Context: an optimization exercise on an open-source flow, tuned for a short achievable clock period and few clock cycles. The choices shown serve that exercise and are no tape-out recipe.
Function was checked by simulation only, so behaviour that the tests miss may differ from the original.
Power figures rest on the tool's default switching activity, not on a simulated workload.

==> design.v <==
module weird64 (
    input  wire        clk,
    input  wire        rst,
    input  wire        bus_valid,
    input  wire        bus_write,
    input  wire [7:0]  bus_addr,
    input  wire [2:0]  bus_size,
    input  wire [31:0] bus_wdata,
    output reg  [31:0] bus_rdata,
    output wire        bus_err,
    output wire        irq
);
    localparam [1:0] CMD_ENC = 2'd1, CMD_DEC = 2'd2, CMD_CFG = 2'd3, CMD_ILL = 2'd0;
    integer i, j;
    function [7:0] fold;
        input [7:0] b;
        fold = {b[7:6], b[5] & ~(b[7:5] == 3'b011 && b[4:0] != 5'd0 &&
                                !(b[4] & b[3] & (b[2] | (b[1] & b[0])))), b[4:0]};
    endfunction
    function [5:0] canon_idx;
        input [7:0] c;
        begin
            case (c)
                8'h30: canon_idx = {1'b1, 5'd0};
                8'h31: canon_idx = {1'b1, 5'd1};
                8'h32: canon_idx = {1'b1, 5'd2};
                8'h33: canon_idx = {1'b1, 5'd3};
                8'h34: canon_idx = {1'b1, 5'd4};
                8'h35: canon_idx = {1'b1, 5'd5};
                8'h36: canon_idx = {1'b1, 5'd6};
                8'h37: canon_idx = {1'b1, 5'd7};
                8'h38: canon_idx = {1'b1, 5'd8};
                8'h39: canon_idx = {1'b1, 5'd9};
                8'h41: canon_idx = {1'b1, 5'd10};
                8'h42: canon_idx = {1'b1, 5'd11};
                8'h43: canon_idx = {1'b1, 5'd12};
                8'h44: canon_idx = {1'b1, 5'd13};
                8'h45: canon_idx = {1'b1, 5'd14};
                8'h46: canon_idx = {1'b1, 5'd15};
                8'h47: canon_idx = {1'b1, 5'd16};
                8'h48: canon_idx = {1'b1, 5'd17};
                8'h4A: canon_idx = {1'b1, 5'd18};
                8'h4B: canon_idx = {1'b1, 5'd19};
                8'h4D: canon_idx = {1'b1, 5'd20};
                8'h4E: canon_idx = {1'b1, 5'd21};
                8'h50: canon_idx = {1'b1, 5'd22};
                8'h51: canon_idx = {1'b1, 5'd23};
                8'h52: canon_idx = {1'b1, 5'd24};
                8'h53: canon_idx = {1'b1, 5'd25};
                8'h54: canon_idx = {1'b1, 5'd26};
                8'h56: canon_idx = {1'b1, 5'd27};
                8'h57: canon_idx = {1'b1, 5'd28};
                8'h58: canon_idx = {1'b1, 5'd29};
                8'h59: canon_idx = {1'b1, 5'd30};
                8'h5A: canon_idx = {1'b1, 5'd31};
                default: canon_idx = 6'd0;
            endcase
        end
    endfunction
    function [6:0] canon_chr;
        input [4:0] k;
        begin
            case (k)
                5'd0: canon_chr = 7'h30;
                5'd1: canon_chr = 7'h31;
                5'd2: canon_chr = 7'h32;
                5'd3: canon_chr = 7'h33;
                5'd4: canon_chr = 7'h34;
                5'd5: canon_chr = 7'h35;
                5'd6: canon_chr = 7'h36;
                5'd7: canon_chr = 7'h37;
                5'd8: canon_chr = 7'h38;
                5'd9: canon_chr = 7'h39;
                5'd10: canon_chr = 7'h41;
                5'd11: canon_chr = 7'h42;
                5'd12: canon_chr = 7'h43;
                5'd13: canon_chr = 7'h44;
                5'd14: canon_chr = 7'h45;
                5'd15: canon_chr = 7'h46;
                5'd16: canon_chr = 7'h47;
                5'd17: canon_chr = 7'h48;
                5'd18: canon_chr = 7'h4A;
                5'd19: canon_chr = 7'h4B;
                5'd20: canon_chr = 7'h4D;
                5'd21: canon_chr = 7'h4E;
                5'd22: canon_chr = 7'h50;
                5'd23: canon_chr = 7'h51;
                5'd24: canon_chr = 7'h52;
                5'd25: canon_chr = 7'h53;
                5'd26: canon_chr = 7'h54;
                5'd27: canon_chr = 7'h56;
                5'd28: canon_chr = 7'h57;
                5'd29: canon_chr = 7'h58;
                5'd30: canon_chr = 7'h59;
                5'd31: canon_chr = 7'h5A;
                default: canon_chr = 7'h00;
            endcase
        end
    endfunction
    function [6:0] dec_class;
        input [7:0] b;
        reg [7:0] ub;
        reg [5:0] ci;
        begin
            ub = fold(b);
            ci = canon_idx(ub);
            if (ub == 8'h4F)                    dec_class = {2'b10, 5'd0};
            else if (ub == 8'h49 || ub == 8'h4C) dec_class = {2'b10, 5'd1};
            else if (ci[5])                     dec_class = {2'b10, ci[4:0]};
            else if (b == 8'h24 || b == 8'h2A || b == 8'h3D ||
                     b == 8'h55 || b == 8'h75 || b == 8'h7E)
                                                dec_class = {2'b01, 5'd0};
            else                                dec_class = {2'b00, 5'd0};
        end
    endfunction
    reg        busy, done, errf, drop, done_ie;
    reg [2:0]  ei_code;
    reg [4:0]  ei_pos;
    reg [7:0]  ei_byte;
    reg [31:0] val_lo, val_hi, res_lo, res_hi, in_len, salt_len;
    reg [3:0]  out_len;
    reg [6:0]  out_sym [0:12];   
    reg [31:0] in_text  [0:3];
    reg [31:0] salt     [0:3];
    reg [31:0] perm     [0:7];
    reg [1:0]  cmd;
    reg [4:0]  a_perm [0:31];    
    reg [4:0]  a_inv  [0:31];    
    reg [4:0]  a_ks   [0:12];    
    wire [7:0] in_byte   [0:15];
    wire [7:0] perm_byte [0:31];
    wire [7:0] salt_byte [0:15];
    genvar g;
    generate
        for (g = 0; g < 16; g = g + 1) begin : g_in
            assign in_byte[g]   = in_text[g/4][8*(g%4) +: 8];
            assign salt_byte[g] = salt[g/4][8*(g%4) +: 8];
        end
        for (g = 0; g < 32; g = g + 1) begin : g_perm
            assign perm_byte[g] = perm[g/4][8*(g%4) +: 8];
        end
    endgenerate
    wire ok_access = (bus_size == 3'd4) && (bus_addr[1:0] == 2'b00);
    assign bus_err = bus_valid & ~ok_access;
    wire wr = bus_valid & bus_write & ok_access;
    wire [31:0] out_word [0:3];
    generate
        for (g = 0; g < 4; g = g + 1) begin : g_ow
            if (g < 3) begin : full
                assign out_word[g] = {1'b0, out_sym[4*g+3], 1'b0, out_sym[4*g+2],
                                      1'b0, out_sym[4*g+1], 1'b0, out_sym[4*g]};
            end else begin : last
                assign out_word[g] = {25'h0, out_sym[12]};
            end
        end
    endgenerate
    always @(*) begin
        case (bus_addr[7:2])
            6'h00: bus_rdata = 32'h5745_0007;
            6'h02: bus_rdata = {28'h0, drop, errf, done, busy};
            6'h03: bus_rdata = {31'h0, done_ie};
            6'h04: bus_rdata = {8'h0, ei_byte, 3'h0, ei_pos, 5'h0, ei_code};
            6'h05: bus_rdata = val_lo;
            6'h06: bus_rdata = val_hi;
            6'h07: bus_rdata = res_lo;
            6'h08: bus_rdata = res_hi;
            6'h09: bus_rdata = in_len;
            6'h0A: bus_rdata = {28'h0, out_len};
            6'h0B: bus_rdata = salt_len;
            6'h0C: bus_rdata = in_text[0];
            6'h0D: bus_rdata = in_text[1];
            6'h0E: bus_rdata = in_text[2];
            6'h0F: bus_rdata = in_text[3];
            6'h10: bus_rdata = out_word[0];
            6'h11: bus_rdata = out_word[1];
            6'h12: bus_rdata = out_word[2];
            6'h13: bus_rdata = out_word[3];
            6'h14: bus_rdata = salt[0];
            6'h15: bus_rdata = salt[1];
            6'h16: bus_rdata = salt[2];
            6'h17: bus_rdata = salt[3];
            6'h18: bus_rdata = perm[0];
            6'h19: bus_rdata = perm[1];
            6'h1A: bus_rdata = perm[2];
            6'h1B: bus_rdata = perm[3];
            6'h1C: bus_rdata = perm[4];
            6'h1D: bus_rdata = perm[5];
            6'h1E: bus_rdata = perm[6];
            6'h1F: bus_rdata = perm[7];
            default: bus_rdata = 32'h0;
        endcase
        if (!ok_access) bus_rdata = 32'h0;
    end
    assign irq = done & done_ie;
    wire is_data_reg = (bus_addr == 8'h14) || (bus_addr == 8'h18) ||
                       (bus_addr == 8'h24) || (bus_addr == 8'h2C) ||
                       (bus_addr[7:4] == 4'h3) || (bus_addr[7:4] == 4'h5) ||
                       (bus_addr[7:5] == 3'b011);
    wire wr_ctrl   = wr && (bus_addr == 8'h04);
    wire wr_data   = wr && is_data_reg;
    wire wr_status = wr && (bus_addr == 8'h08);
    wire accept    = wr_ctrl && !busy && (bus_wdata != 32'h0);
    wire [63:0] v = {val_hi, val_lo};
    reg  [4:0]  e_dig [0:12];    
    reg  [3:0]  e_lz;            
    reg  [4:0]  e_nd  [0:12];    
    reg  [3:0]  e_n_c;
    reg  [4:0]  e_x_c [0:12];    
    reg  [12:0] e_v_c;           
    always @(*) begin
        e_dig[0] = {1'b0, v[63:60]};
        for (i = 1; i < 13; i = i + 1) e_dig[i] = v[64 - 5*i -: 5];
        e_lz = 4'd12;
        for (i = 11; i >= 0; i = i - 1) if (e_dig[i] != 5'd0) e_lz = i[3:0];
        for (i = 0; i < 13; i = i + 1) begin
            e_nd[i] = 5'd0;
            for (j = 0; j < 13; j = j + 1)
                if (j >= i && e_lz == (j - i)) e_nd[i] = e_dig[j];
            e_x_c[i] = e_nd[i] ^ a_ks[i];
        end
        e_v_c[0] = 1'b1;
        for (i = 1; i < 13; i = i + 1) begin
            e_v_c[i] = 1'b0;
            for (j = 0; j <= 12 - i; j = j + 1)
                if (e_dig[j] != 5'd0) e_v_c[i] = 1'b1;
        end
        e_n_c = 4'd1;
        for (i = 1; i < 13; i = i + 1) if (e_v_c[i]) e_n_c = i[3:0] + 4'd1;
    end
    reg  [6:0]  d_cls [0:12];
    always @(*)
        for (i = 0; i < 13; i = i + 1) d_cls[i] = dec_class(in_byte[i]);
    wire        lk_dec = busy ? (cmd == CMD_DEC) : (bus_wdata[1:0] == 2'b10);
    reg  [4:0]  lk_tab [0:31];
    reg  [4:0]  lk_idx [0:6];
    reg  [4:0]  lk_out [0:6];
    reg  [4:0]  lk_q   [0:6];
    reg  [4:0]  lk     [0:12];
    always @(*) begin
        for (i = 0; i < 32; i = i + 1) lk_tab[i] = lk_dec ? a_inv[i] : a_perm[i];
        for (i = 0; i < 7; i = i + 1) begin
            if (!busy)      lk_idx[i] = lk_dec ? d_cls[i][4:0] : e_x_c[i];
            else if (i < 6) lk_idx[i] = lk_dec ? d_cls[i+7][4:0] : e_x_c[i+7];
            else            lk_idx[i] = 5'd0;
            lk_out[i] = lk_tab[lk_idx[i]];
        end
        for (i = 0; i < 7; i = i + 1) lk[i] = lk_q[i];
        for (i = 7; i < 13; i = i + 1) lk[i] = lk_out[i-7];
    end
    always @(posedge clk)
        for (i = 0; i < 7; i = i + 1) lk_q[i] <= lk_out[i];
    reg  [4:0]  d_dig [0:12];
    reg  [64:0] d_cat;
    reg  [63:0] d_res_c;
    reg         d_short;         
    reg  [3:0]  d_n;
    reg  [12:0] d_in;            
    reg         d_fail_c;
    reg  [2:0]  d_code_c;
    reg  [3:0]  d_pos_c;
    reg  [7:0]  d_byte_c;
    always @(*) begin
        d_n = in_len[3:0];
        d_short = (in_len[31:4] == 28'h0) && (in_len[3:0] != 4'd0) &&
                  (in_len[3:0] != 4'd14) && (in_len[3:0] != 4'd15);
        for (i = 0; i < 13; i = i + 1) d_in[i] = 1'b0;
        for (i = 0; i < 13; i = i + 1)
            for (j = 1; j <= 13; j = j + 1)
                if (d_n == j && i < j) d_in[i] = 1'b1;
        for (i = 0; i < 13; i = i + 1) begin
            d_dig[i] = lk[i] ^ a_ks[i];
            d_cat[64 - 5*i -: 5] = d_dig[i];
        end
        d_res_c = 64'h0;
        for (i = 1; i < 14; i = i + 1)
            if (d_n == i) d_res_c = d_cat >> (5 * (13 - i));
        d_fail_c = 1'b0; d_code_c = 3'd0; d_pos_c = 4'd0; d_byte_c = 8'd0;
        if (in_len == 32'h0) begin
            d_fail_c = 1'b1; d_code_c = 3'd1;
        end else if (!d_short) begin
            d_fail_c = 1'b1; d_code_c = 3'd2;
        end else begin
            for (i = 12; i >= 0; i = i - 1)
                if (d_in[i] && !d_cls[i][6]) begin
                    d_fail_c = 1'b1;
                    d_code_c = d_cls[i][5] ? 3'd4 : 3'd3;
                    d_pos_c  = i[3:0];
                    d_byte_c = in_byte[i];
                end
        end
    end
    reg  [5:0]  c_ci   [0:31];
    reg  [31:0] c_bad;
    reg  [31:0] c_hot  [0:31];
    reg  [31:0] c_seen [0:31];
    reg         c_fail_c;
    reg  [2:0]  c_code_c;
    reg  [4:0]  c_pos_c;
    reg  [7:0]  c_byte_c;
    reg  [4:0]  c_inv_c  [0:31];
    reg  [4:0]  c_ks_c   [0:12];
    reg  [7:0]  c_fb;
    always @(*) begin
        for (i = 0; i < 32; i = i + 1) begin
            c_fb = fold(perm_byte[i]);
            c_ci[i] = canon_idx(c_fb);
        end
        for (i = 0; i < 32; i = i + 1)
            for (j = 0; j < 32; j = j + 1)
                c_hot[i][j] = (c_ci[i][4:0] == j);
        c_seen[0] = 32'h0;
        for (i = 1; i < 32; i = i + 1) c_seen[i] = c_seen[i-1] | c_hot[i-1];
        for (i = 0; i < 32; i = i + 1)
            c_bad[i] = !c_ci[i][5] || c_seen[i][c_ci[i][4:0]];
        c_fail_c = 1'b0; c_code_c = 3'd0; c_pos_c = 5'd0; c_byte_c = 8'd0;
        if (c_bad != 32'h0) begin
            c_fail_c = 1'b1; c_code_c = 3'd5;
            for (i = 31; i >= 0; i = i - 1)
                if (c_bad[i]) begin
                    c_pos_c  = i[4:0];
                    c_byte_c = perm_byte[i];
                end
        end else if (salt_len == 32'h0) begin
            c_fail_c = 1'b1; c_code_c = 3'd6;
        end
        for (i = 0; i < 32; i = i + 1) begin
            c_inv_c[i] = 5'd0;
            for (j = 0; j < 32; j = j + 1)
                if (c_hot[j][i]) c_inv_c[i] = c_inv_c[i] | j[4:0];
        end
        for (i = 0; i < 13; i = i + 1) begin
            c_ks_c[i] = salt_byte[i][4:0];
            for (j = 1; j <= 12; j = j + 1)
                if (salt_len == j && i >= j) c_ks_c[i] = salt_byte[i % j][4:0];
        end
    end
    always @(posedge clk) begin
        if (rst) begin
            busy <= 1'b0; done <= 1'b0; errf <= 1'b0; drop <= 1'b0; done_ie <= 1'b0;
            ei_code <= 3'h0; ei_pos <= 5'h0; ei_byte <= 8'h0;
            val_lo <= 32'h0; val_hi <= 32'h0; res_lo <= 32'h0; res_hi <= 32'h0;
            in_len <= 32'h0; salt_len <= 32'h1; out_len <= 4'h0;
            cmd <= CMD_ILL;
            for (i = 0; i < 4; i = i + 1) begin
                in_text[i] <= 32'h0; salt[i] <= 32'h0;
            end
            for (i = 0; i < 13; i = i + 1) out_sym[i] <= 7'h0;
            perm[0] <= 32'h3332_3130; perm[1] <= 32'h3736_3534;
            perm[2] <= 32'h4241_3938; perm[3] <= 32'h4645_4443;
            perm[4] <= 32'h4B4A_4847; perm[5] <= 32'h5150_4E4D;
            perm[6] <= 32'h5654_5352; perm[7] <= 32'h5A59_5857;
            for (i = 0; i < 32; i = i + 1) begin
                a_inv[i]  <= i[4:0];
                a_perm[i] <= i[4:0];
            end
            for (i = 0; i < 13; i = i + 1) a_ks[i] <= 5'h0;
        end else begin
            if (wr && bus_addr == 8'h0C) done_ie <= bus_wdata[0];
            if (wr_status) begin
                if (bus_wdata[1]) done <= 1'b0;
                if (bus_wdata[3]) drop <= 1'b0;
            end
            if ((wr_ctrl || wr_data) && busy) drop <= 1'b1;
            if (wr_data && !busy) begin
                case (bus_addr)
                    8'h14: val_lo   <= bus_wdata;
                    8'h18: val_hi   <= bus_wdata;
                    8'h24: in_len   <= bus_wdata;
                    8'h2C: salt_len <= bus_wdata;
                    default: begin
                        if (bus_addr[7:4] == 4'h3)   in_text[bus_addr[3:2]] <= bus_wdata;
                        if (bus_addr[7:4] == 4'h5)   salt[bus_addr[3:2]]    <= bus_wdata;
                        if (bus_addr[7:5] == 3'b011) perm[bus_addr[4:2]]    <= bus_wdata;
                    end
                endcase
            end
            if (accept) begin
                busy <= 1'b1;
                done <= 1'b0;
                errf <= 1'b0;
                if (bus_wdata == 32'h1)      cmd <= CMD_ENC;
                else if (bus_wdata == 32'h2) cmd <= CMD_DEC;
                else if (bus_wdata == 32'h3) cmd <= CMD_CFG;
                else                         cmd <= CMD_ILL;
            end
            if (busy) begin
                busy <= 1'b0;
                done <= 1'b1;
                case (cmd)
                    CMD_ENC: begin
                        errf    <= 1'b0;
                        ei_code <= 3'd0; ei_pos <= 5'd0; ei_byte <= 8'd0;
                        out_len <= e_n_c;
                        for (i = 0; i < 13; i = i + 1)
                            out_sym[i] <= e_v_c[i] ? canon_chr(lk[i]) : 7'h0;
                    end
                    CMD_DEC: begin
                        errf    <= d_fail_c;
                        ei_code <= d_code_c; ei_pos <= {1'b0, d_pos_c}; ei_byte <= d_byte_c;
                        res_lo  <= d_fail_c ? 32'h0 : d_res_c[31:0];
                        res_hi  <= d_fail_c ? 32'h0 : d_res_c[63:32];
                    end
                    CMD_CFG: begin
                        errf    <= c_fail_c;
                        ei_code <= c_code_c; ei_pos <= c_pos_c; ei_byte <= c_byte_c;
                        if (!c_fail_c) begin
                            for (i = 0; i < 32; i = i + 1) begin
                                a_perm[i] <= c_ci[i][4:0];
                                a_inv[i]  <= c_inv_c[i];
                            end
                            for (i = 0; i < 13; i = i + 1) a_ks[i] <= c_ks_c[i];
                        end
                    end
                    default: begin
                        errf    <= 1'b1;
                        ei_code <= 3'd7; ei_pos <= 5'd0; ei_byte <= 8'd0;
                    end
                endcase
            end
        end
    end
endmodule
==> flow/run.sh <==
#!/bin/bash
set -euo pipefail
bash standard.sh SETUP_SLACK_MARGIN=7.5 finish > standard_flow.log 2>&1
==> standard.sh <==
#!/bin/bash
# synth_recipe.tcl (not shown) runs the flow's synth.tcl, then flattens the netlist and writes it again
# the make line also repeats each setting of config.mk as NAME=value (left out here)
make -C /OpenROAD-flow-scripts/flow DESIGN_CONFIG=/design/flow/config.mk WORK_HOME=/design/flow/orfs CLKGATE_MAP_FILE= SYNTH_SCRIPT=/design/flow/synth_recipe.tcl "${@:-finish}"
==> config.mk <==
export PLATFORM = sky130hd
export DESIGN_NAME = weird64
export DESIGN_NICKNAME = weird64
export VERILOG_FILES = /design/flow/design.v
export SDC_FILE = /design/flow/constraint.sdc
export NUM_CORES = 4
export LEC_CHECK = 0
export CAP_MARGIN = 20
export CORE_MARGIN = 2
export CORE_UTILIZATION = 35
export SLEW_MARGIN = 20
==> constraint.sdc <==
create_clock -name core_clock -period 15.0 [get_ports {clk}]
set_input_delay 3.0000 -clock core_clock [delete_from_list [all_inputs] [get_ports {clk}]]
set_output_delay 3.0000 -clock core_clock [all_outputs]
set_load 0.01 [all_outputs]
==> results of run 1 <==
[routing by layer]
layer,GRT overflow,track usage
met5,27,0.5558
met4,844,0.7589
met3,179,0.7608
met2,1267,0.9249
met1,100,0.8588
[through the flow]
step                area, um^2  total power [mW]  hold WS, ps  instances
floorplan               138200             5.023        416.5      19710
global placement        152300             6.773        439.1      24780
detailed placement      152800             6.762        443.2      24810
CTS                     182400             11.39        440.9      26340
[logic make-up after synthesis]
kind of cell               synth area share
AOI/OAI and AO/OA                    0.3210
xor gates and xnor gates           0.009728
adders and majority gates           0.02752
buffers and inverters               0.06135
DFF                                  0.2238
muxes                               0.02904
and+or+nand+nor                      0.3276
[what timing repair did]
action | 4_1_cts
gates resized for setup | 2730
setup endpoints to repair | 846
gates cloned | 143
buffers inserted | 1086
endpoints found under the hold margin | 0
pin swaps | 598
[power groups by stage]
stage	sequential [mW]	combinational [mW]	clock (mW)
floorplan	3.77	1.25	0
global placement	3.87	2.90	0
detailed placement	3.87	2.89	0
CTS	3.75	3.35	4.28
[how the worst max path moves through the flow]
| stage | from | end | depth (start not counted) |
|---|---|---|---|
| 2_1_floorplan | bus_addr[5] | bus_rdata[18] | 10 |
| 3_3_place_gp | perm[1][25] | a_inv[10][3] | 25 |
| 3_5_place_dp | perm[1][25] | a_inv[10][3] | 25 |
| 4_1_cts | bus_addr[3] | bus_rdata[13] | 12 |
==> impl_metrics.env, run 1 <==
export IMPL_outcome="did not finish"
export IMPL_stop_stage="5_1_grt"
export IMPL_error_message="[ERROR GRT-0116] Global routing finished with congestion. Check the congestion regions in the DRC Viewer."
export IMPL_synth_common_cells="nand2_1 (2508), nor2_1 (2002), a21oi_1 (1405)"
export IMPL_die_w_um=631.4
export IMPL_syn_cell_area_mm2=0.1378
export IMPL_cts_buffers=164
export IMPL_synth_most_common_cell="nand2_1"
export IMPL_yosysWarnings=20
export IMPL_portBuffers=80
export IMPL_rows=230
export IMPL_ys_seq_area_frac=0.2238
export IMPL_yosysTopAreaCellShare=0.1122
export IMPL_cts_hold_buf=0
export IMPL_synth_cell_types=138
export IMPL_dieHeight_um=631.4
export IMPL_grt_usage=0.8349
export IMPL_synth_fp_nets=20060
export IMPL_dp_slack_ps=3166
export IMPL_clock_sinks=1284
export IMPL_place_hpwl_um=1187000
export IMPL_synth_edff_count=512
export IMPL_grt_max_degree=91
export IMPL_grt_overflow_total=2417
export IMPL_synth_top_flop_cell="dfxtp_1"
export IMPL_syn_inst=19710
export IMPL_clock_path_buffers=4
export IMPL_root_buffer="clkbuf_16"
export IMPL_htreeDepth=4
export IMPL_grt_pass1_vias=220500
export IMPL_yosys_area_top_type="dfxtp_1"
export IMPL_synth_async_reset_ratio=0
export IMPL_avgSynthCellArea_um2=6.988
export IMPL_grt_first_pass_wirelength_um=2315000
export IMPL_io_pins=81
export IMPL_ys_ff_latch=1284
export IMPL_gp_congestion=1.407
export IMPL_synth_area_leaders="dfxtp_1 (11%), edfxtp_1 (11%), nand2_1 (6.8%)"
export IMPL_start_util=0.3512
Testbench counts, summed over its fixed seeds: cycles 45,992.
==> inputs of run 2 (changes only) <==
--- a/design.v
+++ b/design.v
@@ -289,44 +289,63 @@
                 end
         end
     end
-    reg  [5:0]  c_ci   [0:31];
-    reg  [31:0] c_bad;
-    reg  [31:0] c_hot  [0:31];
-    reg  [31:0] c_seen [0:31];
-    reg         c_fail_c;
-    reg  [2:0]  c_code_c;
-    reg  [4:0]  c_pos_c;
-    reg  [7:0]  c_byte_c;
-    reg  [4:0]  c_inv_c  [0:31];
+    reg  [1:0]  cb;              
+    wire [1:0]  c_b = (busy && cmd == CMD_CFG) ? cb : 2'd0;
+    wire        cmpl = busy && (cmd != CMD_CFG || cb == 2'd3);
+    reg  [31:0] t_seen;          
+    reg         t_fail;          
+    reg  [4:0]  t_pos;
+    reg  [7:0]  t_byte;
+    reg  [4:0]  t_inv  [0:31];   
+    reg  [4:0]  t_perm [0:31];   
+    reg  [63:0] c_w;             
+    reg  [7:0]  c_raw [0:7];
+    reg  [5:0]  c_ci  [0:7];
+    reg  [31:0] c_hot [0:7];
+    reg  [7:0]  c_bad;
+    reg  [31:0] c_seen_in, c_seen_out;
+    reg         c_fail_in, c_fail_out;
+    reg  [4:0]  c_pos_out;
+    reg  [7:0]  c_byte_out;
+    reg  [4:0]  c_inv_n  [0:31];
+    reg  [4:0]  c_perm_n [0:31];
     reg  [4:0]  c_ks_c   [0:12];
-    reg  [7:0]  c_fb;
     always @(*) begin
-        for (i = 0; i < 32; i = i + 1) begin
-            c_fb = fold(perm_byte[i]);
-            c_ci[i] = canon_idx(c_fb);
+        case (c_b)
+            2'd0: c_w = {perm[1], perm[0]};
+            2'd1: c_w = {perm[3], perm[2]};
+            2'd2: c_w = {perm[5], perm[4]};
+            default: c_w = {perm[7], perm[6]};
+        endcase
+        c_seen_in = (c_b == 2'd0) ? 32'h0 : t_seen;
+        c_fail_in = (c_b == 2'd0) ? 1'b0  : t_fail;
+        for (i = 0; i < 8; i = i + 1) begin
+            c_raw[i] = c_w[8*i +: 8];
+            c_ci[i]  = canon_idx(fold(c_raw[i]));
+            for (j = 0; j < 32; j = j + 1) c_hot[i][j] = (c_ci[i][4:0] == j);
+        end
+        for (i = 0; i < 8; i = i + 1) begin
+            c_bad[i] = !c_ci[i][5] || c_seen_in[c_ci[i][4:0]];
+            for (j = 0; j < i; j = j + 1)
+                if (c_ci[j][4:0] == c_ci[i][4:0]) c_bad[i] = 1'b1;
         end
-        for (i = 0; i < 32; i = i + 1)
-            for (j = 0; j < 32; j = j + 1)
-                c_hot[i][j] = (c_ci[i][4:0] == j);
-        c_seen[0] = 32'h0;
-        for (i = 1; i < 32; i = i + 1) c_seen[i] = c_seen[i-1] | c_hot[i-1];
-        for (i = 0; i < 32; i = i + 1)
-            c_bad[i] = !c_ci[i][5] || c_seen[i][c_ci[i][4:0]];
-        c_fail_c = 1'b0; c_code_c = 3'd0; c_pos_c = 5'd0; c_byte_c = 8'd0;
-        if (c_bad != 32'h0) begin
-            c_fail_c = 1'b1; c_code_c = 3'd5;
-            for (i = 31; i >= 0; i = i - 1)
+        c_seen_out = c_seen_in;
+        for (i = 0; i < 8; i = i + 1) c_seen_out = c_seen_out | c_hot[i];
+        c_fail_out = c_fail_in; c_pos_out = t_pos; c_byte_out = t_byte;
+        if (!c_fail_in && c_bad != 8'h0) begin
+            c_fail_out = 1'b1;
+            for (i = 7; i >= 0; i = i - 1)
                 if (c_bad[i]) begin
-                    c_pos_c  = i[4:0];
-                    c_byte_c = perm_byte[i];
+                    c_pos_out  = {c_b, i[2:0]};
+                    c_byte_out = c_raw[i];
                 end
-        end else if (salt_len == 32'h0) begin
-            c_fail_c = 1'b1; c_code_c = 3'd6;
         end
         for (i = 0; i < 32; i = i + 1) begin
-            c_inv_c[i] = 5'd0;
-            for (j = 0; j < 32; j = j + 1)
-                if (c_hot[j][i]) c_inv_c[i] = c_inv_c[i] | j[4:0];
+            c_inv_n[i]  = t_inv[i];
+            c_perm_n[i] = t_perm[i];
+            for (j = 0; j < 8; j = j + 1)
+                if (c_hot[j][i]) c_inv_n[i] = {c_b, j[2:0]};
+            if (i[4:3] == c_b) c_perm_n[i] = c_ci[i % 8][4:0];
         end
         for (i = 0; i < 13; i = i + 1) begin
             c_ks_c[i] = salt_byte[i][4:0];
@@ -335,12 +354,23 @@
         end
     end
     always @(posedge clk) begin
+        t_seen <= c_seen_out;
+        t_fail <= c_fail_out;
+        t_pos  <= c_pos_out;
+        t_byte <= c_byte_out;
+        for (i = 0; i < 32; i = i + 1) begin
+            t_inv[i]  <= c_inv_n[i];
+            t_perm[i] <= c_perm_n[i];
+        end
+    end
+    always @(posedge clk) begin
         if (rst) begin
             busy <= 1'b0; done <= 1'b0; errf <= 1'b0; drop <= 1'b0; done_ie <= 1'b0;
             ei_code <= 3'h0; ei_pos <= 5'h0; ei_byte <= 8'h0;
             val_lo <= 32'h0; val_hi <= 32'h0; res_lo <= 32'h0; res_hi <= 32'h0;
             in_len <= 32'h0; salt_len <= 32'h1; out_len <= 4'h0;
             cmd <= CMD_ILL;
+            cb  <= 2'd0;
             for (i = 0; i < 4; i = i + 1) begin
                 in_text[i] <= 32'h0; salt[i] <= 32'h0;
             end
@@ -378,12 +408,14 @@
                 busy <= 1'b1;
                 done <= 1'b0;
                 errf <= 1'b0;
+                cb   <= 2'd1;
                 if (bus_wdata == 32'h1)      cmd <= CMD_ENC;
                 else if (bus_wdata == 32'h2) cmd <= CMD_DEC;
                 else if (bus_wdata == 32'h3) cmd <= CMD_CFG;
                 else                         cmd <= CMD_ILL;
             end
-            if (busy) begin
+            if (busy && !cmpl) cb <= cb + 2'd1;
+            if (cmpl) begin
                 busy <= 1'b0;
                 done <= 1'b1;
                 case (cmd)
@@ -401,12 +433,14 @@
                         res_hi  <= d_fail_c ? 32'h0 : d_res_c[63:32];
                     end
                     CMD_CFG: begin
-                        errf    <= c_fail_c;
-                        ei_code <= c_code_c; ei_pos <= c_pos_c; ei_byte <= c_byte_c;
-                        if (!c_fail_c) begin
+                        errf    <= c_fail_out || salt_len == 32'h0;
+                        ei_code <= c_fail_out ? 3'd5 : (salt_len == 32'h0) ? 3'd6 : 3'd0;
+                        ei_pos  <= c_fail_out ? c_pos_out : 5'd0;
+                        ei_byte <= c_fail_out ? c_byte_out : 8'd0;
+                        if (!c_fail_out && salt_len != 32'h0) begin
                             for (i = 0; i < 32; i = i + 1) begin
-                                a_perm[i] <= c_ci[i][4:0];
-                                a_inv[i]  <= c_inv_c[i];
+                                a_perm[i] <= c_perm_n[i];
+                                a_inv[i]  <= c_inv_n[i];
                             end
                             for (i = 0; i < 13; i = i + 1) a_ks[i] <= c_ks_c[i];
                         end
--- a/config.mk
+++ b/config.mk
@@ -7,5 +7,5 @@
 export LEC_CHECK = 0
 export CAP_MARGIN = 20
 export CORE_MARGIN = 2
-export CORE_UTILIZATION = 35
+export CORE_UTILIZATION = 30
 export SLEW_MARGIN = 20
==> run 2 against run 1 <==
The run now finishes clean. Area after synthesis shrank 17%. Synthesized cell count shrank 24%.
==> impl_metrics.env, run 2 <==
export IMPL_rsz0062_at_grt="yes"
export IMPL_finClkSkew_ps=170.7
export IMPL_setup_viol=0
export IMPL_critical_path_class="primary input to output pin"
export IMPL_vias_per_cell=6.991
export IMPL_root_buffer="clkbuf_16"
export IMPL_p_leak_nw=49.92
export IMPL_ys_seq_area_frac=0.3338
export IMPL_holdWs_ps=442.6
export IMPL_cts_buffers=189
export IMPL_htreeDepth=4
export IMPL_grt_pass1_vias=123100
export IMPL_mostFrequentLayoutCell="nand2_1"
export IMPL_max_slew_margin_rel=0.09914
export IMPL_power_density_mw_per_mm2=84.56
export IMPL_grt_overflow_total=0
export IMPL_synth_fp_nets=15200
export IMPL_wl_um=853900
export IMPL_start_util=0.3016
export IMPL_synth_area_leaders="dfxtp_1 (20%), edfxtp_1 (13%), nand2_1 (7.9%)"
export IMPL_vias=141600
export IMPL_synth_cell_types=109
export IMPL_detail_route_antenna_nets=0
export IMPL_worst_path_max_fanout=8
export IMPL_antenna_found_initial=116
export IMPL_crit_start="bus_addr[6]"
export IMPL_crit_path_max_incr_delay_ps=740
export IMPL_reg2reg_depth=19
export IMPL_area_delta_synth_final_pct=20.86
export IMPL_hold_path_class="flop to flop"
export IMPL_syn_cell_area_mm2=0.1144
export IMPL_holdPathStages=1
export IMPL_core_mm2=0.3795
export IMPL_die_w_um=621.6
export IMPL_largest_reg_flops=256
export IMPL_worstReg2RegEnd="out_sym[8][1]"
export IMPL_fin_nets=15230
export IMPL_crit_family="simple AND/OR/NAND/NOR gates"
export IMPL_clock_path_buffers=4
export IMPL_place_hpwl_um=608900
export IMPL_drv_slew=0
export IMPL_drt_iter0_markers=27900
export IMPL_rows=226
export IMPL_rr_startpoint="val_hi[19]"
export IMPL_critPathRequiredTime_ps=12000
export IMPL_gp_congestion=1.154
export IMPL_num_fill_cells=39340
export IMPL_routedWlPerCell_um=42.15
export IMPL_post_route_period_util=0.5912
export IMPL_path_cells="buf_8, nor2b_4, buf_4, buf_6, nand2_8, buf_12, nor2_4, buf_12, a22oi_2, nand4_1, nor3_4, nor2_1, buf_2"
export IMPL_drc=0
export IMPL_clock_sinks=1652
export IMPL_syn_inst=14990
export IMPL_synth_common_cells="nand2_1 (2417), nor2_1 (1332), dfxtp_1 (1140)"
export IMPL_clk_pin_slew_ps=60
export IMPL_min_to="t_inv[28][2]"
export IMPL_worstSetupEndpointType="output pin"
export IMPL_r2r_slack_ps=7340
export IMPL_cts_tree="done"
export IMPL_grt_usage=0.4154
export IMPL_clock_latency_ps=990
export IMPL_yosysTopAreaCellShare=0.1994
export IMPL_synth_edff_count=512
export IMPL_yosysWarnings=23
export IMPL_drt_first_pass_iters=22
export IMPL_hp_start="t_inv[28][2]"
export IMPL_finalWorstSetupSlack_ps=6133
export IMPL_synth_async_reset_ratio=0
export IMPL_outcome="complete, no violations"
export IMPL_critical_path_slowest_cell="nor3_4"
export IMPL_final_cell_mix="nand2_1 (2356), nor2_1 (1250), dfxtp_1 (1131)"
export IMPL_drive_gt1_frac=0.1579
export IMPL_cts_hold_buf=0
export IMPL_io_pins=81
export IMPL_fin_crit_ps=8867
export IMPL_max_freq_ghz=0.1128
export IMPL_dieHeight_um=621.6
export IMPL_hold_violations=0
export IMPL_synth_top_flop_cell="dfxtp_1"
export IMPL_path_buf_inv=6
export IMPL_cp_data_arrival_time_ps=5870
export IMPL_drv_cap=0
export IMPL_ys_ff_latch=1652
export IMPL_critPathLaunchType="primary input"
export IMPL_vdd_drop_max_mv=0.09850
export IMPL_dieArea_mm2=0.3864
export IMPL_grt_first_pass_wirelength_um=1116000
export IMPL_grt_max_degree=126
export IMPL_tightest_slew_ps=1314
export IMPL_cpMostUsedCell="buf_12"
export IMPL_portBuffers=80
export IMPL_setup_tns_final_ps=0
export IMPL_synth_most_common_cell="nand2_1"
export IMPL_avgSynthCellArea_um2=7.636
export IMPL_yosys_area_top_type="dfxtp_1"
export IMPL_dp_slack_ps=4275
export IMPL_top_register="perm"
-- run 2: cell count changes after synthesis, moves of 225 or more --
cell      change
a21oi_1     -314
clkbuf_1    -225
dfxtp_1     +368
nand3_1     -265
nand4_1     -256
nor2_1      -670
nor3_1      -455
nor4_1      -335
-- run 2: cell families (layout without fill, tap and decap cells) --
logic type | count (synthesis) | in the layout | synth area share
DFF | 1652 | 1652 | 0.3338
other | 0 | 70 | 0
xor gates and xnor gates | 232 | 232 | 0.01782
AOI/OAI and AO/OA | 4762 | 4764 | 0.2832
muxes | 553 | 553 | 0.05112
and+or+nand+nor | 6003 | 6011 | 0.2406
buffers and inverters | 1621 | 1796 | 0.05555
adders and majority gates | 164 | 164 | 0.01793
-- run 2: worst max path at each step --
stage                               end  slack, ps  cells after the start
after floorplan            bus_rdata[1]       7500                      9
after detailed placement   bus_rdata[4]       4270                     11
after global routing       bus_rdata[8]       6300                     13
after CTS                 bus_rdata[27]       6560                     11
final                      bus_rdata[8]       6130                     13
after global placement    bus_rdata[19]       4350                     11
-- run 2: report_power, final --
part	switching, mW	total, mW	internal [mW]
combinational	1.25	1.78	0.525
sequential	0.180	4.93	4.75
clock	2.18	4.99	2.81
total	3.61	11.7	8.09
-- run 2: timing repair --
item / in CTS / in global routing
setup buffers: 244 / 86
pin swaps: 189 / 111
endpoints found under the setup margin: 887 / 764
hold endpoints to repair: 0 / 0
resized for setup: 886 / 285
gates cloned: 37 / 10
-- run 2: area by class of cell --
class / instances / area [um^2] / area share
Antenna cell: 70 / 175.2 / 0.001266
Clock buffer: 262 / 5385 / 0.03893
Clock inverter: 84 / 1062 / 0.007680
Inverter: 284 / 1090 / 0.007879
Multi-Input combinational cell: 11720 / 74800 / 0.5408
Sequential cell: 1652 / 38220 / 0.2763
Tap cell: 5016 / 6276 / 0.04537
Timing Repair Buffer: 1166 / 11310 / 0.08176
-- run 2: metrics by stage --
stage	area, um^2	std cells	util	power, mW
CTS	135800	20090	0.3579	11.46
global route	138200	20210	0.3641	11.82
global placement	122900	19460	0.3238	6.514
finish	138300	20260	0.3645	11.70
floorplan	114900	14990	-	5.734
detailed placement	122900	19460	0.3239	6.497
-- run 2: per-layer routing --
layer	vias to the layer above	track usage	part of all wire
met1	68540	0.5039	0.36
met2	13640	0.5415	0.37
met5	-	0.04062	0.0035
met3	3541	0.2255	0.18
li1	55820	-	-
met4	90	0.3018	0.095
Testbench counts of run 2, summed over its fixed seeds: cycles 46,516.
==> inputs of run 3 (changes only) <==
--- a/config.mk
+++ b/config.mk
@@ -7,5 +7,5 @@
 export LEC_CHECK = 0
 export CAP_MARGIN = 20
 export CORE_MARGIN = 2
-export CORE_UTILIZATION = 30
+export CORE_UTILIZATION = 55
 export SLEW_MARGIN = 20
==> run 3 against run 2 <==
Synthesized cell count did not move. The flow now stops in 5_1_grt. Area after synthesis did not move.
==> impl_metrics.env, run 3 <==
export IMPL_dp_slack_ps=2772
export IMPL_synth_top_flop_cell="dfxtp_1"
export IMPL_grt_pass1_vias=152300
export IMPL_gp_congestion=1.372
export IMPL_dieHeight_um=460.2
export IMPL_rows=167
export IMPL_synth_area_leaders="dfxtp_1 (20%), edfxtp_1 (13%), nand2_1 (7.9%)"
export IMPL_synthMuxAreaShare=0.05112
export IMPL_yosysWarnings=23
export IMPL_yosys_area_top_type="dfxtp_1"
export IMPL_stop_stage="5_1_grt"
export IMPL_portBuffers=80
export IMPL_io_pins=81
export IMPL_synth_common_cells="nand2_1 (2417), nor2_1 (1332), dfxtp_1 (1140)"
export IMPL_synth_cell_types=109
export IMPL_place_hpwl_um=548100
export IMPL_dpl_cell_area_mm2=0.1195
export IMPL_synth_fa_ha_area_frac=0.01793
export IMPL_synth_xor_area_share=0.01782
export IMPL_synth_async_reset_ratio=0
export IMPL_avgSynthCellArea_um2=7.636
export IMPL_synth_most_common_cell="nand2_1"
export IMPL_grt_max_degree=131
export IMPL_ys_ff_latch=1652
export IMPL_cts_buffers=178
export IMPL_grt_first_pass_wirelength_um=1302000
export IMPL_syn_inst=14990
export IMPL_clock_sinks=1652
export IMPL_start_util=0.5527
export IMPL_error_message="[ERROR GRT-0116] Global routing finished with congestion. Check the congestion regions in the DRC Viewer."
export IMPL_synth_top_family_by_area="compound AO/OA/AOI/OAI gates"
export IMPL_synth_fp_nets=15200
export IMPL_die_w_um=460.2
export IMPL_synth_simple_area_share=0.2406
export IMPL_syn_cell_area_mm2=0.1144
export IMPL_ys_seq_area_frac=0.3338
export IMPL_grt_overflow_total=458
export IMPL_dp_cells=17130
export IMPL_htreeDepth=4
export IMPL_yosysTopAreaCellShare=0.1994
export IMPL_synth_compound_area_frac=0.2832
export IMPL_grt_usage=0.8437
export IMPL_clock_path_buffers=3
export IMPL_root_buffer="clkbuf_16"
export IMPL_synth_edff_count=512
export IMPL_outcome="did not finish"
run 3: cell counts after synthesis:
Identical to the previous run, type by type.
run 3: kinds of logic after synthesis:
group,count (synthesis)
multiplexers,553
buffers and inverters,1621
adder cells (fa/ha/maj),164
AO/OA/AOI/OAI,4762
XOR/XNOR,232
AND/OR/NAND/NOR,6003
flip-flops,1652
run 3: power groups by stage:
stage,sequential [mW],clock (mW),combinational [mW]
CTS,4.91,4.80,1.57
detailed placement,5.00,0,1.44
global placement,5.00,0,1.40
floorplan,4.89,0,0.841
run 3: worst min-delay path by stage:
stage	from	to	depth (start not counted)
CTS	t_inv[22][2]	t_inv[22][2]	2
detailed placement	t_inv[22][2]	t_inv[22][2]	2
global placement	t_perm[1][2]	t_perm[1][2]	2
floorplan	t_inv[23][2]	t_inv[23][2]	2
run 3: repair_timing:
action                     in CTS
hold endpoints to repair        0
setup buffers                 249
pin swaps                     183
setup endpoints to repair    1294
gates cloned                   43
hold buffers                    0
resized for setup             908
run 3: routing by layer:
layer  GRT overflow  track usage
met5             10       0.5086
met4            174       0.8137
met3             36       0.7692
met1             35       0.8507
met2            203       0.9395
==> inputs of run 4 (changes only) <==
--- a/config.mk
+++ b/config.mk
@@ -7,5 +7,5 @@
 export LEC_CHECK = 0
 export CAP_MARGIN = 20
 export CORE_MARGIN = 2
-export CORE_UTILIZATION = 55
+export CORE_UTILIZATION = 38
 export SLEW_MARGIN = 20
==> run 4 against run 3 <==
Now clean on timing, DRC and antenna. Synthesized cell count did not move. Area after synthesis did not move.
==> impl_metrics.env, run 4 <==
export IMPL_grt_pass1_vias=125400
export IMPL_cts_hold_buf=0
export IMPL_dpl_cell_area_mm2=0.1218
export IMPL_multi_input_area_mm2=0.07539
export IMPL_fin_nets=15300
export IMPL_dieHeight_um=552.8
export IMPL_dp_slack_ps=4086
export IMPL_worstSetupEndpointType="output pin"
export IMPL_finalPower_mw=11.76
export IMPL_rsz0062_at_grt="yes"
export IMPL_grt_max_degree=133
export IMPL_crit_start="bus_addr[6]"
export IMPL_grt_usage=0.5353
export IMPL_final_cell_mix="nand2_1 (2359), nor2_1 (1251), dfxtp_1 (1134)"
export IMPL_hold_violations=0
export IMPL_io_pins=81
export IMPL_critPathRequiredTime_ps=12000
export IMPL_drt_iter0_markers=29620
export IMPL_grt_first_pass_wirelength_um=1134000
export IMPL_vias=145300
export IMPL_p_leak_nw=50.61
export IMPL_synth_common_cells="nand2_1 (2417), nor2_1 (1332), dfxtp_1 (1140)"
export IMPL_drv_slew=0
export IMPL_die_w_um=552.8
export IMPL_synth_fa_ha_area_frac=0.01793
export IMPL_fin_area_mm2=0.1386
export IMPL_post_route_period_util=0.5720
export IMPL_synth_compound_area_frac=0.2832
export IMPL_tightest_slew_ps=1367
export IMPL_finClkSkew_ps=158.0
export IMPL_mostFrequentLayoutCell="nand2_1"
export IMPL_fin_crit_ps=8580
export IMPL_critical_path_class="primary input to output pin"
export IMPL_syn_cell_area_mm2=0.1144
export IMPL_synth_area_leaders="dfxtp_1 (20%), edfxtp_1 (13%), nand2_1 (7.9%)"
export IMPL_ys_seq_area_frac=0.3338
export IMPL_cp_data_arrival_time_ps=5580
export IMPL_syn_inst=14990
export IMPL_top_register="perm"
export IMPL_rr_startpoint="in_len[3]"
export IMPL_root_buffer="clkbuf_16"
export IMPL_fin_cells=19320
export IMPL_outcome="complete, no violations"
export IMPL_drv_cap=0
export IMPL_setup_viol=0
export IMPL_post_route_util=0.4623
export IMPL_clock_latency_ps=990
export IMPL_power_density_mw_per_mm2=84.82
export IMPL_synth_edff_count=512
export IMPL_yosys_area_top_type="dfxtp_1"
export IMPL_wl_um=866000
export IMPL_gp_congestion=1.176
export IMPL_vdd_drop_max_mv=0.1079
export IMPL_num_fill_cells=29990
export IMPL_final_seq_area_mm2=0.03821
export IMPL_synth_cell_types=109
export IMPL_max_freq_ghz=0.1165
export IMPL_reg2reg_depth=17
export IMPL_drt_first_pass_iters=15
export IMPL_clk_pin_slew_ps=60
export IMPL_dieArea_mm2=0.3056
export IMPL_hold_path_class="flop to flop"
export IMPL_core_mm2=0.2998
export IMPL_r2r_slack_ps=7180
export IMPL_grt_overflow_total=0
export IMPL_yosysTopAreaCellShare=0.1994
export IMPL_ys_ff_latch=1652
export IMPL_routedWlPerCell_um=44.83
export IMPL_place_hpwl_um=615900
export IMPL_drc=0
export IMPL_area_delta_synth_final_pct=21.10
export IMPL_holdPathStages=2
export IMPL_synthMuxAreaShare=0.05112
export IMPL_yosysWarnings=23
export IMPL_synth_async_reset_ratio=0
export IMPL_synth_top_flop_cell="dfxtp_1"
export IMPL_antenna_found_initial=117
export IMPL_start_util=0.3818
export IMPL_synth_simple_area_share=0.2406
export IMPL_clock_path_buffers=4
export IMPL_synth_xor_area_share=0.01782
export IMPL_drive_gt1_frac=0.1675
export IMPL_vias_per_cell=7.520
export IMPL_dp_cells=18420
export IMPL_cts_buffers=189
export IMPL_max_slew_margin_rel=0.08571
export IMPL_cts_tree="done"
export IMPL_finalWorstSetupSlack_ps=6420
export IMPL_clock_sinks=1652
export IMPL_worst_path_max_fanout=8
export IMPL_avgSynthCellArea_um2=7.636
export IMPL_synth_top_family_by_area="compound AO/OA/AOI/OAI gates"
export IMPL_htreeDepth=4
export IMPL_portBuffers=80
export IMPL_holdWs_ps=439.1
export IMPL_setup_tns_final_ps=0
export IMPL_detail_route_antenna_nets=0
export IMPL_synth_fp_nets=15200
export IMPL_rows=201
export IMPL_critPathLaunchType="primary input"
export IMPL_synth_most_common_cell="nand2_1"
export IMPL_largest_reg_flops=256
[run 4: cell counts after synthesis]
No cell type changed its count.
[run 4: metal layers]
layer,wire length [um],track usage,vias up
met4,91230,0.4172,74
met3,156900,0.3227,4425
li1,-,-,56060
met2,313300,0.6861,14610
met5,2900,0.05954,-
met1,301700,0.6280,70120
[run 4: final cells by class]
cell class / count / area share
Multi-Input combinational cell: 11730 / 0.5440
Sequential cell: 1652 / 0.2757
Timing Repair Buffer: 1235 / 0.08728
Clock buffer: 252 / 0.03786
Tap cell: 3958 / 0.03573
Clock inverter: 94 / 0.009425
Inverter: 284 / 0.007864
Antenna cell: 118 / 0.002131
[run 4: critical path, cell delays in order]
cell and delay, ps:
buf_8 100, nor2b_4 160, buf_6 140, nand2_8 100, nor2_4 90, buf_12 150, buf_16 150, a22oi_2 290
nand4_1 270, nor3_4 800, nor2_1 100, buf_2 170
[run 4: what timing repair did]
action | CTS | global route
endpoints found under the setup margin | 877 | 531
gates resized for setup | 926 | 374
cloned | 46 | 9
pin swaps | 198 | 135
buffers inserted | 260 | 112
[run 4: power breakdown]
group          internal (mW)  switching [mW]
combinational          0.519            1.24
clock                   2.88            2.19
sequential              4.75           0.177
total                   8.15            3.61
[run 4: worst paths after layout]
| check | endpoint |
|---|---|
| max | bus_rdata[3] |
| min | out_sym[3][1] |
| max reg2reg | res_lo[13] |
| min reg2reg | out_sym[3][1] |
[run 4: cells by family after synthesis]
group | Yosys count
buffers and inverters | 1621
AO/OA/AOI/OAI | 4762
flip-flops | 1652
XOR/XNOR | 232
multiplexers | 553
adder cells (fa/ha/maj) | 164
AND/OR/NAND/NOR | 6003
==> inputs of run 5 (changes only) <==
==> config.mk (replaced) <==
export PLATFORM = sky130hd
export DESIGN_NAME = weird64
export DESIGN_NICKNAME = weird64
export VERILOG_FILES = /design/flow/design.v
export SDC_FILE = /design/flow/constraint.sdc
export NUM_CORES = 4
export LEC_CHECK = 0
export CAP_MARGIN = 25
export CORE_MARGIN = 2
export CORE_UTILIZATION = 35
export SLEW_MARGIN = 35
==> run 5 against run 4 <==
Still clean. Worst hold slack got worse by 24 ps. Clock skew decreased by 30 ps. Sequential share of layout area shrank 0.19 points. Combinational power hardly changed. Wire length up 2.6%. Via count fell by 1.5%. Sequential cell count unchanged. First-iteration DRC count fell by 4.0%. Count of clock-buffer cells in the layout up 8. Critical path type unchanged. Critical endpoint is now bus_rdata[5]. Highest routed layer unchanged.
==> impl_metrics.env, run 5 <==
export IMPL_cts_tree="done"
export IMPL_yosysWarnings=23
export IMPL_root_buffer="clkbuf_16"
export IMPL_synth_edff_count=512
export IMPL_final_cell_mix="nand2_1 (2338), nor2_1 (1224), dfxtp_1 (1129)"
export IMPL_setup_viol=0
export IMPL_ys_ff_latch=1652
export IMPL_synth_top_flop_cell="dfxtp_1"
export IMPL_grt_pass1_vias=124500
export IMPL_multi_input_area_mm2=0.07581
export IMPL_path_cells="buf_8, buf_12, clkinvlp_4, nand2_8, buf_8, nor2_4, buf_12, buf_12, a221oi_2, nand4_1, nor3_4, nor2_1, buf_2"
export IMPL_hold_violations=0
export IMPL_dpl_cell_area_mm2=0.1229
export IMPL_vias=143200
export IMPL_drv_cap=0
export IMPL_critPathLaunchType="primary input"
export IMPL_wl_um=888800
export IMPL_vdd_drop_max_mv=0.09949
export IMPL_grt_overflow_total=0
export IMPL_detail_route_antenna_nets=0
export IMPL_clockPowerShare=0.429
export IMPL_grt_max_degree=168
export IMPL_post_route_util=0.4298
export IMPL_yosys_area_top_type="dfxtp_1"
export IMPL_io_pins=81
export IMPL_dieArea_mm2=0.3316
export IMPL_synth_fp_nets=15200
export IMPL_rows=209
export IMPL_htreeDepth=4
export IMPL_worst_path_max_fanout=7
export IMPL_top_layer="met5"
export IMPL_clk_pin_slew_ps=70
export IMPL_post_route_period_util=0.5748
export IMPL_p_comb_frac=0.152
export IMPL_drv_slew=0
export IMPL_cts_buffers=194
export IMPL_critical_path_slowest_cell="nor3_4"
export IMPL_swShare=0.3077
export IMPL_synth_area_leaders="dfxtp_1 (20%), edfxtp_1 (13%), nand2_1 (7.9%)"
export IMPL_portBuffers=80
export IMPL_fin_crit_ps=8622
export IMPL_cts_hold_buf=0
export IMPL_synth_async_reset_ratio=0
export IMPL_power_density_mw_per_mm2=84.43
export IMPL_mostFrequentLayoutCell="nand2_1"
export IMPL_drt_met1_wl_um=308900
export IMPL_synth_cell_types=109
export IMPL_wl_met3_um=146200
export IMPL_power_frac_seq=0.419
export IMPL_p_leak_nw=50.54
export IMPL_synth_most_common_cell="nand2_1"
export IMPL_crit_path_max_incr_delay_ps=640
export IMPL_start_util=0.3524
export IMPL_setup_tns_final_ps=0
export IMPL_drt_first_pass_iters=15
export IMPL_grt_usage=0.5092
export IMPL_routedWlPerCell_um=45.09
export IMPL_wl_met2_um=327800
export IMPL_rsz0062_at_grt="yes"
export IMPL_grt_first_pass_wirelength_um=1156000
export IMPL_fin_cells=19710
export IMPL_ys_seq_area_frac=0.3338
export IMPL_finalWorstSetupSlack_ps=6378
export IMPL_worstSetupEndpointType="output pin"
export IMPL_dieHeight_um=575.8
export IMPL_max_freq_ghz=0.1160
export IMPL_place_hpwl_um=630900
export IMPL_critical_path_class="primary input to output pin"
export IMPL_yosysTopAreaCellShare=0.1994
export IMPL_finClkSkew_ps=128.2
export IMPL_drive_gt1_frac=0.1707
export IMPL_fin_area_mm2=0.1396
export IMPL_gp_congestion=1.135
export IMPL_switching_power_mw=3.626
export IMPL_drc=0
export IMPL_fin_nets=15310
export IMPL_area_delta_synth_final_pct=21.96
export IMPL_dp_slack_ps=3685
export IMPL_syn_inst=14990
export IMPL_core_mm2=0.3248
export IMPL_final_seq_area_mm2=0.03823
export IMPL_synth_common_cells="nand2_1 (2417), nor2_1 (1332), dfxtp_1 (1140)"
export IMPL_critPathRequiredTime_ps=12000
export IMPL_die_w_um=575.8
export IMPL_cp_data_arrival_time_ps=5620
export IMPL_clock_latency_ps=980
export IMPL_avgSynthCellArea_um2=7.636
export IMPL_vias_per_cell=7.263
export IMPL_antenna_found_initial=121
export IMPL_dp_cells=18780
export IMPL_syn_cell_area_mm2=0.1144
export IMPL_clock_sinks=1652
export IMPL_outcome="complete, no violations"
export IMPL_top_register="perm"
export IMPL_cpMostUsedCell="buf_12"
export IMPL_tightest_slew_ps=1127
export IMPL_largest_reg_flops=256
export IMPL_drt_iter0_markers=28420
export IMPL_hold_path_class="flop to flop"
export IMPL_num_fill_cells=33010
export IMPL_clock_path_buffers=4
export IMPL_max_slew_margin_rel=0.2439
export IMPL_p_int_mw=8.159
==> run 5: cell counts after synthesis <==
No cell type changed its count.
==> run 5: cell families (layout without fill, tap and decap cells) <==
group / Yosys count / in the layout / share of synthesized area
xor+xnor: 232 / 232 / 0.01782
mux: 553 / 553 / 0.05112
compound gates: 4762 / 4766 / 0.2832
other cells: 0 / 126 / 0
fa+ha+maj: 164 / 164 / 0.01793
simple gates: 6003 / 6012 / 0.2406
buf+inv: 1621 / 1882 / 0.05555
flops: 1652 / 1652 / 0.3338
==> run 5: metrics by stage <==
stage | total power, mW | hold slack, ps
after detailed placement | 6.508 | 431.5
after CTS | 11.56 | 423.1
after global placement | 6.509 | 425.8
after global routing | 11.90 | 463.2
final | 11.78 | 415.0
after floorplan | 5.734 | 411.5
==> run 5: critical path, delay by kind of cell <==
family,cells,cell delay [ps]
compound gates,1,240
simple gates,5,1310
buf+inv,7,1020
==> run 5: final timing paths <==
check,from,end,slack [ps],cells past startpoint
min reg2reg,flop,out_sym[2][5],420,2
max,bus_addr[3],bus_rdata[5],6380,13
max reg2reg,in_text[2][25],out_sym[11][3],7240,21
min,flop,out_sym[2][5],420,2
==> run 5: metal layers <==
metal	track usage	vias to the layer above
met2	0.6583	13810
met1	0.5870	69230
met3	0.2806	3934
li1	-	56110
met4	0.4597	74
met5	0.04921	-
==> run 5: area by class of cell <==
cell class / count / area share
Timing Repair Buffer: 1239 / 0.08706
Multi-Input combinational cell: 11730 / 0.5431
Tap cell: 4325 / 0.03877
Inverter: 284 / 0.007835
Antenna cell: 126 / 0.002259
Clock inverter: 99 / 0.008103
Clock buffer: 260 / 0.03901
Sequential cell: 1652 / 0.2739
==> run 5: timing repair <==
| action | 4_1_cts | 5_1_grt |
|---|---|---|
| gates cloned | 41 | 13 |
| buffers inserted | 264 | 122 |
| pin swaps | 181 | 123 |
| endpoints found under the setup margin | 1274 | 693 |
| gates resized for setup | 948 | 292 |
==> run 5: power by group through the flow <==
| stage | Clock, mW | Combinational (mW) | Sequential, mW |
|---|---|---|---|
| finish | 5.05 | 1.79 | 4.94 |
| global placement | 0 | 1.50 | 5.01 |
| detailed placement | 0 | 1.50 | 5.01 |
| global route | 5.18 | 1.79 | 4.93 |
| CTS | 5.01 | 1.63 | 4.91 |
| floorplan | 0 | 0.841 | 4.89 |

## what the ideal ports hide
Ports are ideal in the flow. The routed layouts listed here were re-timed in OpenROAD. Step 1 (the two cells are an assumption about what drives the block):
set clk [get_ports {clk}]
set_driving_cell -lib_cell sky130_fd_sc_hd__clkbuf_16 $clk
set_driving_cell -lib_cell sky130_fd_sc_hd__buf_2 [delete_from_list [all_inputs] $clk]
Step 2, shift: input delay + t, output delay - t, t = (earliest + latest rising clock arrival at the registers) / 2. This alone moves slack from input paths to output paths. a / b / c = no drivers / after step 1 / after step 2; a / b = the first two.
run | t (ns) | setup WS [ns] | hold slack, ns | worst setup path after step 2 | cell pins on the clock port's net
run 2 | 1.028 | 6.133 / 6.024 / 6.024 | 0.443 / 0.443 / 0.443 | input to output | 1
run 4 | 1.011 | 6.420 / 6.365 / 6.365 | 0.439 / 0.439 / 0.439 | input to output | 1
run 5 | 1.034 | 6.378 / 6.325 / 6.325 | 0.415 / 0.415 / 0.415 | input to output | 1
After both steps setup and hold are still met in every run listed. The setup slack of run 2, which loses most, moves by -0.109 ns with the drivers and by -0.109 ns with both steps.
